What follows belongs to an exercise in optimizing a design on an open flow for small area and a short achievable clock period; a production flow would make more cautious choices.
No run shown here included a check of the RTL's function; only the layout flow was run.
Power and IR drop assume default switching activity.

`design/flow/config.mk`:
```
export PLATFORM = sky130hd
export DESIGN_NAME = kps_core
export DESIGN_NICKNAME = kps_core
export VERILOG_FILES = /design/flow/design.v
export SDC_FILE = /design/flow/constraint.sdc
export NUM_CORES = 4
export LEC_CHECK = 0
export CAP_MARGIN = 20
export CORE_MARGIN = 2
export CORE_UTILIZATION = 40
export SETUP_SLACK_MARGIN = 5
export SLEW_MARGIN = 20
export TNS_END_PERCENT = 100
```
`design/flow/constraint.sdc`:
```
create_clock -name core_clock -period 8.0 [get_ports {clk}]
set_input_delay 1.6000 -clock core_clock [delete_from_list [all_inputs] [get_ports {clk}]]
set_output_delay 1.6000 -clock core_clock [all_outputs]
set_load 0.01 [all_outputs]
```
`design/flow/design.v`:
```
module kps_core #(
    parameter [7:0]  SENTINEL        = 8'hA5,
    parameter [3:0]  P_POS           = 4'b1001,
    parameter [3:0]  P_NEG           = 4'b0110,
    parameter [16:0] INIT_TICKS_FAST = 17'd50,
    parameter [16:0] INIT_TICKS_SLOW = 17'd1000
) (
    input  wire        clk,
    input  wire        rst,           
    input  wire        rx_valid,
    input  wire [39:0] rx_frame,
    output wire        rx_ready,
    input  wire        tick_fast,
    input  wire        tick_slow,
    output wire [3:0]  legs,
    output reg         tx_valid,
    output wire [39:0] tx_frame
);
    localparam [9:0]  DEF_FAST = INIT_TICKS_FAST * 10;
    localparam [13:0] DEF_SLOW = INIT_TICKS_SLOW / 10;
    reg        cmd_ready, rdy;        
    reg        op_set, op_start, op_stop, op_rb;
    reg        chan;
    reg [15:0] val;
    reg [7:0]  flg;
    reg        set_f, set_s;          
    reg [9:0]  per_f;
    reg [13:0] per_s;
    reg [7:0]  flg_f, flg_s;
    reg        run_mode;
    reg [1:0]  phase;
    reg        stop_req;
    reg        pos, neg;              
    reg        arm_f, arm_s;
    reg [9:1]  cnt_f;                 
    reg [3:0]  pre_s;                 
    reg [13:0] cnt_s;                 
    reg [21:0] txd;                   
    assign rx_ready = rdy;
    assign legs     = {pos, neg, neg, pos};
    assign tx_frame = {txd[21:14], 2'b00, txd[13:0], 7'h20, chan, SENTINEL};
    wire [3:0] rx_op = rx_frame[15:12];
    wire       take  = !cmd_ready && rx_valid && rx_frame[7:0] == SENTINEL;
    wire       tk    = take && !rst;
    wire [9:0]  new_f = (val < 16'd10)    ? 10'd10    :
                        (val > 16'd1000)  ? 10'd1000  : val[9:0];
    wire [13:0] new_s = (val == 16'd0)    ? 14'd1     :
                        (val > 16'd10000) ? 14'd10000 : val[13:0];
    wire        we_f  = op_set && !chan;
    wire        we_s  = op_set &&  chan;
    wire [9:0]  nper_f = we_f ? new_f : per_f;
    wire        nset_f = we_f || set_f;
    wire [9:0]  peff_f = set_f  ? per_f  : DEF_FAST;    
    wire [9:0]  ld_f   = nset_f ? nper_f : DEF_FAST;    
    wire [13:0] peff_s = set_s  ? per_s  : DEF_SLOW;
    wire start_ok = op_start && !run_mode;
    wire run1     = run_mode || start_ok;
    wire stop1    = op_stop || (stop_req && !start_ok);
    wire arm_f1   = (arm_f && !we_f) || start_ok;
    wire arm_s1   = (arm_s && !we_s) || start_ok;
    wire [9:0]  base_f = start_ok ? peff_f : {cnt_f, peff_f[0]};
    wire [13:0] base_s = start_ok ? peff_s : cnt_s;
    wire [3:0]  bpre_s = start_ok ? 4'd0   : pre_s;
    wire        lt15   = base_f < 10'd15;
    wire        wrap_s = bpre_s == 4'd9;
    wire        last_s = wrap_s && base_s == 14'd1;
    wire        el_f   = tick_fast && arm_f1 && lt15;
    wire        tk_s   = tick_slow && arm_s1;
    wire        el_s   = tk_s && last_s;
    wire        f_act  = el_f && run1;
    wire        s_act  = el_s && run1;
    wire        sstop  = s_act && stop1;
    wire        rearm  = s_act && !stop1;
    wire [9:0]  dec_f  = base_f - 10'd10;
    wire [9:0]  tck_f  = !arm_f1 ? base_f : lt15 ? peff_f : dec_f;
    reg  [9:0]  n_cnt_f;
    reg  [13:0] n_cnt_s;
    reg  [3:0]  n_pre_s;
    reg  [1:0]  n_phase;
    reg         n_pos, n_neg, n_arm_f;
    always @(*) begin
        if (rearm)          n_cnt_f = ld_f;
        else if (tick_fast) n_cnt_f = tck_f;
        else                n_cnt_f = base_f;
        if (el_s) begin
            n_cnt_s = peff_s;
            n_pre_s = 4'd0;
        end else if (tk_s) begin
            n_cnt_s = wrap_s ? base_s - 14'd1 : base_s;
            n_pre_s = wrap_s ? 4'd0 : bpre_s + 4'd1;
        end else begin
            n_cnt_s = base_s;
            n_pre_s = bpre_s;
        end
        n_phase = start_ok ? 2'd0 : phase;
        n_pos   = pos;
        n_neg   = neg;
        n_arm_f = arm_f1;
        if (f_act) begin
            case (n_phase)
                2'd0: begin n_pos = 1'b1; n_neg = 1'b0; n_phase = 2'd1; end
                2'd1: begin n_pos = 1'b0; n_neg = 1'b1; n_phase = 2'd2; end
                default: begin n_pos = 1'b0; n_neg = 1'b0; n_arm_f = 1'b0; end
            endcase
        end
        if (s_act) begin
            n_phase = 2'd0;
            if (!stop1) n_arm_f = 1'b1;
        end
    end
    always @(posedge clk) begin
        cmd_ready <= tk;
        rdy       <= !tk;
        op_set    <= tk && rx_op == 4'h1;
        op_start  <= tk && rx_op == 4'h2;
        op_stop   <= tk && rx_op == 4'h3;
        op_rb     <= tk && rx_op == 4'h4;
        tx_valid  <= op_rb && !rst;
        if (!cmd_ready) begin
            chan <= rx_frame[8];
            val  <= rx_frame[31:16];
            flg  <= rx_frame[39:32];
        end
        if (we_f) begin
            per_f <= new_f;
            flg_f <= flg;
        end
        if (we_s) begin
            per_s <= new_s;
            flg_s <= flg;
        end
        txd <= chan ? {flg_s & {8{set_s}}, per_s & {14{set_s}}}
                    : {flg_f & {8{set_f}}, 4'd0, per_f & {10{set_f}}};
        cnt_f <= n_cnt_f[9:1];
        cnt_s <= n_cnt_s;
        pre_s <= n_pre_s;
        if (rst) begin
            set_f    <= 1'b0;
            set_s    <= 1'b0;
            run_mode <= 1'b0;
            phase    <= 2'd0;
            stop_req <= 1'b0;
            pos      <= 1'b0;
            neg      <= 1'b0;
            arm_f    <= 1'b0;
            arm_s    <= 1'b0;
        end else begin
            set_f    <= nset_f;
            if (we_s) set_s <= 1'b1;
            run_mode <= run1 && !sstop;
            phase    <= n_phase;
            stop_req <= stop1 && !sstop;
            pos      <= n_pos;
            neg      <= n_neg;
            arm_f    <= n_arm_f;
            arm_s    <= arm_s1 && !sstop;
        end
    end
endmodule
```
`design/flow/run.sh`:
```
#!/bin/bash
# synth_recipe.tcl (not shown) runs the flow's synth.tcl, then flattens the netlist and writes it again
# the make line also repeats each setting of config.mk as NAME=value (left out here)
make -C /OpenROAD-flow-scripts/flow DESIGN_CONFIG=/design/flow/config.mk WORK_HOME=/design/flow/orfs CLKGATE_MAP_FILE= SYNTH_SCRIPT=/design/flow/synth_recipe.tcl finish
```
==> metrics.md, run 1 <==
| Metric | Value |
|---|---|
| Status | complete, no violations |
| Worst setup SP type | primary input |
| Max-cap violations | 0 |
| Synth Cell Area | 6040 µm² |
| Worst hold path type | reg -> reg |
| CTS Sinks | 131 |
| Tmin final | 3.01 ns |
| Clock skew | 0.00590 ns |
| Core Util, Final | 52.4% |
| Clock latency on the worst-skew pair | 0.41 ns |
| Starting Density | 41.2% |
| Count of pins over their slew limit | 0 |
| Antenna fix cells | 0 |
| Area leader, netlist | edfxtp_1 |
| DR WL met2 | 6.88 mm |
| Avg WL per Cell | 16.9 µm |
| Die footprint | 16100 µm² |
| Reg2reg path depth | 8 |
| DR vias/cell | 5.44 |
| Beginning of the worst hold path | op_rb |
| Worst-margin pin slew | 1.03 ns |
| Setup tns final | 0 ns |
| Layout cell share with drive strength beyond 1 | 17.4% |
| GPL Wtd Cong | 0.878 |
| CTS max path bufs | 2 |
| Routed wl met3 | 664 µm |
| Row cnt | 44 |
| Gr usage total | 18.3% |
| Synthesized instance count | 566 |
| Mean area per synthesized cell | 10.7 µm² |
| Synth Area in XOR/XNOR | 1.31% |
| Final hold violations | 0 |
| Simple-gate area share of the yosys netlist | 21.4% |
| CP arrival | 3.30 ns |
| Initial DRC count | 370 |
| DRC Markers | 0 |
| Root Buffer | clkbuf_16 |
| Number of global-route vias before repair | 4567 |
| Post-synthesis mux area share | 5.72% |
| Worst-path maximum fanout | 5 |
| Initial antenna violation count | 0 |
| Fillers | 1320 |
| Distinct cells, synth | 80 |
| Crit end category | flop |
| Routed vias | 4604 |
| Yosys top cell area share | 27.8% |
| Die width | 127 µm |
| Hold buffers post-CTS | 0 |
| Quantity of I/O buffers inserted on ports | 70 |
| Nets | 699 |
| CTS Buf Count | 17 |
| Final hold slack | 0.435 ns |
| Top Metal Used | met4 |
| Largest net degree at the start of global routing | 27 |
| Register bit total from synthesis | 131 |
| Synth Area in Compound Gates | 11.7% |
| Unrepaired setup endpoints after global routing | yes |
| Fraction of synthesis flops using an asynchronous set or reset pin | 0% |
| Number of synthesized flops with an enable pin | 56 |
| Worst setup margin | 4.99 ns |
| Pre-CTS setup slack | 3.79 ns |
| Peak supply drop | 0.144 mV |
| Worst hold path depth | 1 |
| CORE AREA | 14600 µm² |
| CP Data Required Time | 8.30 ns |
| H-tree depth | 4 |
| Pwr dens | 200 nW/µm² |
| Static leakage | 2.85 nW |
| Area delta synth->final | 27.1% |
| Register area share after synthesis | 52.7% |
| Total Routed Length | 14.3 mm |
| Design Area, Final | 7680 µm² |
| Synth Area in Adders | 1.04% |
| CTS clk-pin slew, worst paths | 0.06 ns |
| YS warnings | 1 |
| FF-to-FF setup slack | 5.10 ns |
| FF-to-FF End | cnt_s[8] |
| Fin crit share | 37.6% |
| Met1 WL | 6.46 mm |
| Slew headroom | 31.0% |
| Largest family of logic cells by synthesized area | simple AND/OR/NAND/NOR gates |
| Ys flop type | dfxtp_1 |
| Largest cells by area after synthesis | edfxtp_1 (28%), dfxtp_1 (25%), mux2i_1 (3.3%), buf_4 (3.1%), nor2_1 (2.9%) |
| DPL Wire Length | 9.85 mm |
| First-pass GRT wire length | 22.9 mm |
| Die Height | 127 µm |
| Peak Freq | 0.332 GHz |
| Hold EP | tx_valid |
| Router iterations before antenna repair | 5 |
| Total grt overflow | 0 |
| Crit Path Category | in -> reg |
| Placed Area | 6800 µm² |
| RR Startpoint | op_start |
| Routed Antenna Nets | 0 |
| Final setup viols | 0 |
| TritonCTS clock tree | done |
| I/O pin count | 91 |
## worst max-delay path by stage
stage	startpoint	to	slack, ns	depth (start not counted)
2_1_floorplan	tick_slow	arm_s	4.69	6
3_3_place_gp	tick_slow	cnt_f[3]	3.79	7
3_5_place_dp	tick_slow	cnt_f[3]	3.79	7
4_1_cts	run_mode	cnt_f[3]	4.93	8
5_1_grt	op_start	cnt_s[8]	4.95	8
6_report	tick_slow	cnt_s[8]	4.99	8
## power breakdown
group          internal, mW  switching [mW]  total [mW]
clock                 0.474           0.300       0.774
sequential            0.706         0.00708       0.713
combinational        0.0280          0.0239      0.0518
total                  1.21           0.331        1.54
## sequential cells by signal, summed over array words and instances (netlist names), 2 cells and up, named ones only
signal	cells
flg_s	8
cnt_s	14
txd	22
phase	2
cnt_f	9
flg_f	8
pre_s	4
val	16
flg	8
per_f	9
per_s	14
## final cells by class
type	instances	area (µm²)	area share, %
clock buffer	20	447	5.82
clock inverter	12	145	1.89
multi-input combinational	389	2680	34.8
timing repair buffer	97	945	12.3
tap	184	230	3.00
sequential	131	3180	41.5
inverter	13	52.6	0.684
## logic make-up after synthesis
group,count (synthesis)
AND/OR/NAND/NOR,228
multiplexers,30
XOR/XNOR,9
other,2
adder cells (fa/ha/maj),5
buffers and inverters,62
flip-flops,131
AO/OA/AOI/OAI,99
## critical path, stage by stage
cell      delay [ns]
buf_8           0.07
and4bb_2        0.24
nand4_4         0.12
or3_4           0.43
or4_4           0.51
buf_6           0.16
o32ai_2         0.08
nor3_1          0.08
## synth_stat cells (all sizes together), types with 2 or more instances
| library cell | number |
|---|---|
| a22o | 10 |
| o32ai | 2 |
| or2 | 11 |
| a31oi | 5 |
| a221oi | 3 |
| and3 | 8 |
| or3 | 7 |
| nand2 | 45 |
| edfxtp | 56 |
| nand2b | 14 |
| nor3 | 21 |
| nor2b | 6 |
| o211ai | 2 |
| dfxtp | 75 |
| clkbuf | 15 |
| mux2i | 23 |
| nand4 | 8 |
| nor3b | 3 |
| o21bai | 2 |
| o21ai | 22 |
| a211oi | 7 |
| a21oi | 23 |
| nor4 | 15 |
| nand3 | 6 |
| buf | 34 |
| conb | 2 |
| inv | 13 |
| and2 | 19 |
| xor2 | 5 |
| nor4b | 7 |
| o31ai | 2 |
| mux2 | 7 |
| xnor2 | 4 |
| ha | 5 |
| or4b | 3 |
| o31a | 2 |
| or4 | 2 |
| nor2 | 46 |
| a22oi | 2 |
## timing repair
item,CTS,global route
pin swaps,15,10
gates resized for setup,33,16
gates cloned,1,0
setup buffers,15,8
hold endpoints to repair,0,0
endpoints found under the setup margin,36,32
## stage by stage
stage | power (mW) | cells
global placement | 0.776 | 790
CTS | 1.55 | 838
global route | 1.59 | 846
detailed placement | 0.778 | 790
finish | 1.54 | 846
floorplan | 0.755 | 581
## layer usage
layer	track usage [%]	vias to the layer above
met5	0	-
met4	7.89	0
met3	4.47	22
met2	28.8	156
met1	24.2	2230
li1	-	2196
## layout by cell type, fill, tap and decap left out, types with 6 or more instances in the layout
master / netlist / layout
inv_1: 13 / 11
clkdlybuf4s50_1: 0 / 60
nor4b_1: 7 / 6
a211oi_1: 7 / 7
and3_1: 8 / 8
a21oi_1: 23 / 23
a22o_1: 10 / 10
o21ai_0: 18 / 18
nand2_1: 44 / 43
nor3_1: 21 / 18
conb_1: 2 / 17
edfxtp_1: 56 / 56
dfxtp_1: 75 / 74
nand4_1: 6 / 6
buf_4: 25 / 21
or2_2: 10 / 10
clkbuf_16: 0 / 17
nor2_1: 46 / 43
mux2i_1: 20 / 19
and2_1: 19 / 18
nor4_1: 13 / 11
nand2b_1: 14 / 13
==> run 2, diff against run 1 <==
--- a/design/flow/design.v
+++ b/design/flow/design.v
@@ -35,10 +35,14 @@
     reg [9:1]  cnt_f;                 
     reg [3:0]  pre_s;                 
     reg [13:0] cnt_s;                 
-    reg [21:0] txd;                   
+    reg        sel_f, sel_s;          
     assign rx_ready = rdy;
     assign legs     = {pos, neg, neg, pos};
-    assign tx_frame = {txd[21:14], 2'b00, txd[13:0], 7'h20, chan, SENTINEL};
+    assign tx_frame = {({8{sel_f}} & flg_f) | ({8{sel_s}} & flg_s),
+                       2'b00,
+                       ({4{sel_s}} & per_s[13:10]),
+                       ({10{sel_f}} & per_f) | ({10{sel_s}} & per_s[9:0]),
+                       7'h20, chan, SENTINEL};
     wire [3:0] rx_op = rx_frame[15:12];
     wire       take  = !cmd_ready && rx_valid && rx_frame[7:0] == SENTINEL;
     wire       tk    = take && !rst;
@@ -117,7 +121,9 @@
         op_rb     <= tk && rx_op == 4'h4;
         tx_valid  <= op_rb && !rst;
         if (!cmd_ready) begin
-            chan <= rx_frame[8];
+            chan  <= rx_frame[8];
+            sel_f <= !rx_frame[8] && set_f;
+            sel_s <=  rx_frame[8] && set_s;
             val  <= rx_frame[31:16];
             flg  <= rx_frame[39:32];
         end
@@ -129,8 +135,6 @@
             per_s <= new_s;
             flg_s <= flg;
         end
-        txd <= chan ? {flg_s & {8{set_s}}, per_s & {14{set_s}}}
-                    : {flg_f & {8{set_f}}, 4'd0, per_f & {10{set_f}}};
         cnt_f <= n_cnt_f[9:1];
         cnt_s <= n_cnt_s;
         pre_s <= n_pre_s;
==> run 2 against run 1 <==
Effect of this change: global-route usage is 0.35 points higher; first-iteration DRC count is 32% lower; cell area is 11% lower; register-to-register slack better by 0.06 ns; sequential share of layout area is 0.24 points lower; non-clock buffer count stayed put; worst hold slack better by 0.016 ns; sequential cell count is 20 lower; sequential power is 13% lower; synthesized cell count is 7.1% lower; critical path type is now reg -> out; largest cell class unchanged; largest power group is now registers.
==> metrics.md, run 2 <==
| Metric | Value |
|---|---|
| Quantity of I/O buffers inserted on ports | 70 (unchanged) |
| Synth cell count leaders | edfxtp_1 (58), dfxtp_1 (53), nor2_1 (50), nand2_1 (46) |
| YS warnings | 1 (unchanged) |
| Commonest cells after routing, fill and taps aside | edfxtp_1 (58), dfxtp_1 (50), nor2_1 (47) |
| Hold buffers post-CTS | 0 (unchanged) |
| Layout cell share with drive strength beyond 1 | 18.9% (+1.5 points) |
| Most common cell in the netlist | edfxtp_1 |
| I/O pin count | 91 (unchanged) |
| Yosys top cell area share | 31.7% (+3.9 points) |
| GPL Wtd Cong | 0.850 (-3.3%) |
| Largest regs | val x16, cnt_s x14, per_s x14 |
| Commonest non-fill, non-tap cell in the layout | edfxtp_1 |
| Nets | 654 (-6.4%) |
| Part of the power in combinational logic | 6.1% (+2.7 points) |
| Peak supply drop | 0.102 mV (-29%) |
| CTS Buf Count | 9 (-8) |
| Largest net degree at the start of global routing | 24 (-11%) |
| Clock skew | 0.00562 ns (-0.000283 ns) |
| Number of global-route vias before repair | 4031 (-12%) |
| Static leakage | 2.60 nW (-8.7%) |
| Initial antenna violation count | 0 (unchanged) |
| Area delta synth->final | 23.9% |
| Initial DRC count | 252 (-32%) |
| Distinct cells, synth | 72 (-10%) |
| Clk pwr share | 41.2% (-9.1 points) |
| CORE AREA | 13300 µm² (-8.9%) |
| Tmin final | 3.07 ns (+0.0621 ns) |
| Design Area, Final | 6810 µm² (-11%) |
| Final setup viols | 0 (unchanged) |
| Synthesized instance count | 526 (-7.1%) |
| Seq pwr share | 52.8% (+6.5 points) |
| Psw | 0.253 mW (-24%) |
| Switching Share | 21.5% (-0.056 points) |
| Crit Path Category | reg -> out |
| Peak Freq | 0.326 GHz (-2.0%) |
| Root Buffer | clkbuf_16 |
| CP arrival | 1.47 ns (-1.83 ns) |
| Gr usage total | 18.7% (+0.35 points) |
| CP Data Required Time | 6.40 ns (-1.90 ns) |
| Routed Antenna Nets | 0 (unchanged) |
| Status | complete, no violations |
| Largest cells by area after synthesis | edfxtp_1 (32%), dfxtp_1 (19%), nor2_1 (3.4%), mux2i_1 (3.3%), nand2_1 (3.1%) |
| Die footprint | 14700 µm² (-8.8%) |
| Die Height | 121 µm (-4.5%) |
| Setup tns final | 0 ns (unchanged) |
| Pwr dens | 173 nW/µm² (-14%) |
| Final hold violations | 0 (unchanged) |
| Area leader, netlist | edfxtp_1 |
| Synth Cell Area | 5490 µm² (-9.1%) |
| Die width | 121 µm (-4.5%) |
| Router iterations before antenna repair | 7 (+2) |
| Count of pins over their slew limit | 0 (unchanged) |
| Slew headroom | 45.7% (+15 points) |
| DR vias/cell | 5.33 (-2.0%) |
| Starting Density | 41.2% (-0.091 points) |
| H-tree depth | 3 (-1) |
| First-pass GRT wire length | 20.8 mm (-9.1%) |
| Internal Power | 0.924 mW (-23%) |
| Fin crit share | 38.4% (+0.78 points) |
| Clock latency on the worst-skew pair | 0.35 ns (-0.06 ns) |
| Total Routed Length | 13.2 mm (-7.4%) |
| Crit end category | output pin |
| Fraction of synthesis flops using an asynchronous set or reset pin | 0% (unchanged) |
| Total grt overflow | 0 (unchanged) |
| Mean area per synthesized cell | 10.4 µm² (-2.1%) |
| Reg with most FFs | val |
| CTS max path bufs | 2 (unchanged) |
| Row cnt | 42 (-4.5%) |
| Avg WL per Cell | 16.8 µm (-0.25%) |
| Ys flop type | edfxtp_1 |
| Worst-path maximum fanout | 5 (unchanged) |
| TritonCTS clock tree | done |
| Max-cap violations | 0 (unchanged) |
| Worst-margin pin slew | 0.813 ns (-0.218 ns) |
| CTS clk-pin slew, worst paths | 0.07 ns (about the same) |
| DRC Markers | 0 (unchanged) |
| Worst setup SP type | flop |
| DPL Wire Length | 8.79 mm (-11%) |
| Antenna fix cells | 0 (unchanged) |
| Register area share after synthesis | 51.0% (-1.7 points) |
| Routed vias | 4185 (-9.1%) |
| Register bit total from synthesis | 111 (-15%) |
| CTS Sinks | 111 (-15%) |
| Unrepaired setup endpoints after global routing | yes |
| Number of synthesized flops with an enable pin | 58 (+3.6%) |
| Placed Area | 6220 µm² (-8.6%) |
| Worst hold path type | reg -> reg |
| Flip-flop count of the largest register after layout | 16 (-27%) |
-- run 2: what timing repair did --
action	CTS	global route
setup endpoints to repair	57	50
pin swaps	11	13
hold endpoints to repair	0	0
setup buffers	22	2
resized for setup	93	18
cloned	3	0
-- run 2: cell type report --
| class | instances | area, µm² |
|---|---|---|
| sequential | 111 | 2810 |
| inverter | 9 | 33.8 |
| multi-input combinational | 376 | 2540 |
| clock buffer | 9 | 225 |
| fill | 1185 | 6540 |
| clock inverter | 7 | 96.3 |
| timing repair buffer | 97 | 885 |
| tap | 176 | 220 |
-- run 2: critical path: stages, from the launching register on --
cell	delay, ns
edfxtp_1	0.42
buf_6	0.16
buf_4	0.15
and2_1	0.15
clkdlybuf4s15_1	0.24
-- run 2: kinds of logic after synthesis --
kind of cell,Yosys count,synth area share [%]
AOI/OAI and AO/OA,105,13.8
xor gates and xnor gates,13,2.07
adders and majority gates,5,1.14
buffers and inverters,57,6.13
DFF,111,51.0
muxes,22,4.10
other,2,0.137
and+or+nand+nor,211,21.6
-- run 2: through the flow --
step                      setup slack [ns]  hold WS (ns)  cells  power, mW  utilization [%]
after floorplan                       4.87         0.414    541      0.679                -
after CTS                             4.90         0.451    783       1.19             50.5
after global placement                3.60         0.423    741      0.702             46.5
after detailed placement              3.62         0.434    742      0.704             46.6
final                                 4.93         0.452    785       1.18             51.0
after global routing                  4.86         0.463    785       1.23             51.0
-- run 2: layer usage --
| layer | vias up | wire length (µm) | part of all wire [%] | global-route usage, % |
|---|---|---|---|---|
| li1 | 2037 | - | - | - |
| met1 | 1997 | 5780 | 44 | 24.9 |
| met2 | 132 | 6370 | 48 | 29.8 |
| met3 | 19 | 827 | 6.3 | 4.09 |
| met4 | 0 | 236 | 1.8 | 7.11 |
| met5 | - | 0 | 0 | 0 |
-- run 2: final timing paths --
| check | from | to | slack (ns) | depth (start not counted) |
|---|---|---|---|---|
| setup reg to reg | run_mode | cnt_f[4] | 5.16 | 12 |
| hold / removal | flg[1] | flg_f[1] | 0.45 | 0 |
| setup / recovery | sel_s | tx_frame[28] | 4.93 | 4 |
| hold reg to reg | flg[1] | flg_f[1] | 0.45 | 0 |
-- run 2: power groups by stage --
stage	clock [mW]	sequential [mW]	combinational, mW
after floorplan	0	0.631	0.0483
final	0.484	0.621	0.0714
after detailed placement	0	0.634	0.0706
after CTS	0.497	0.621	0.0715
after global routing	0.523	0.623	0.0798
after global placement	0	0.633	0.0688

## afterwards: timing with drivers on the ports
No port has a modelled driver above. Below, the same layouts with a new extraction and two added sets of constraints.
Step 1 assumes that a clkbuf_16 drives the clock port and a buf_2 every other input.
Step 2 adds t to the input delays and takes it off the output delays; t is the mean of the earliest and latest rising clock arrival at the registers after step 1. Input paths then give back, and output paths get back, about the clock's delay inside the block.
Slacks: ideal / step 1 / step 2; pairs: ideal / step 1.
| run | t, ns | setup slack, ns | latest minus earliest clock arrival (ns) | worst data-port slew with drivers (ns) | pins driven straight from the clock port |
|---|---|---|---|---|---|
| run 1 | 0.445 | 4.991 / 4.975 / 4.530 | 0.008 / 0.008 | 0.05 | 1 |
| run 2 | 0.388 | 4.928 / 4.889 / 4.645 | 0.006 / 0.006 | 0.04 | 1 |
After both steps every run listed still meets setup and hold. The setup slack of run 1, which loses most, moves by -0.016 ns with the drivers and by -0.461 ns with both steps.
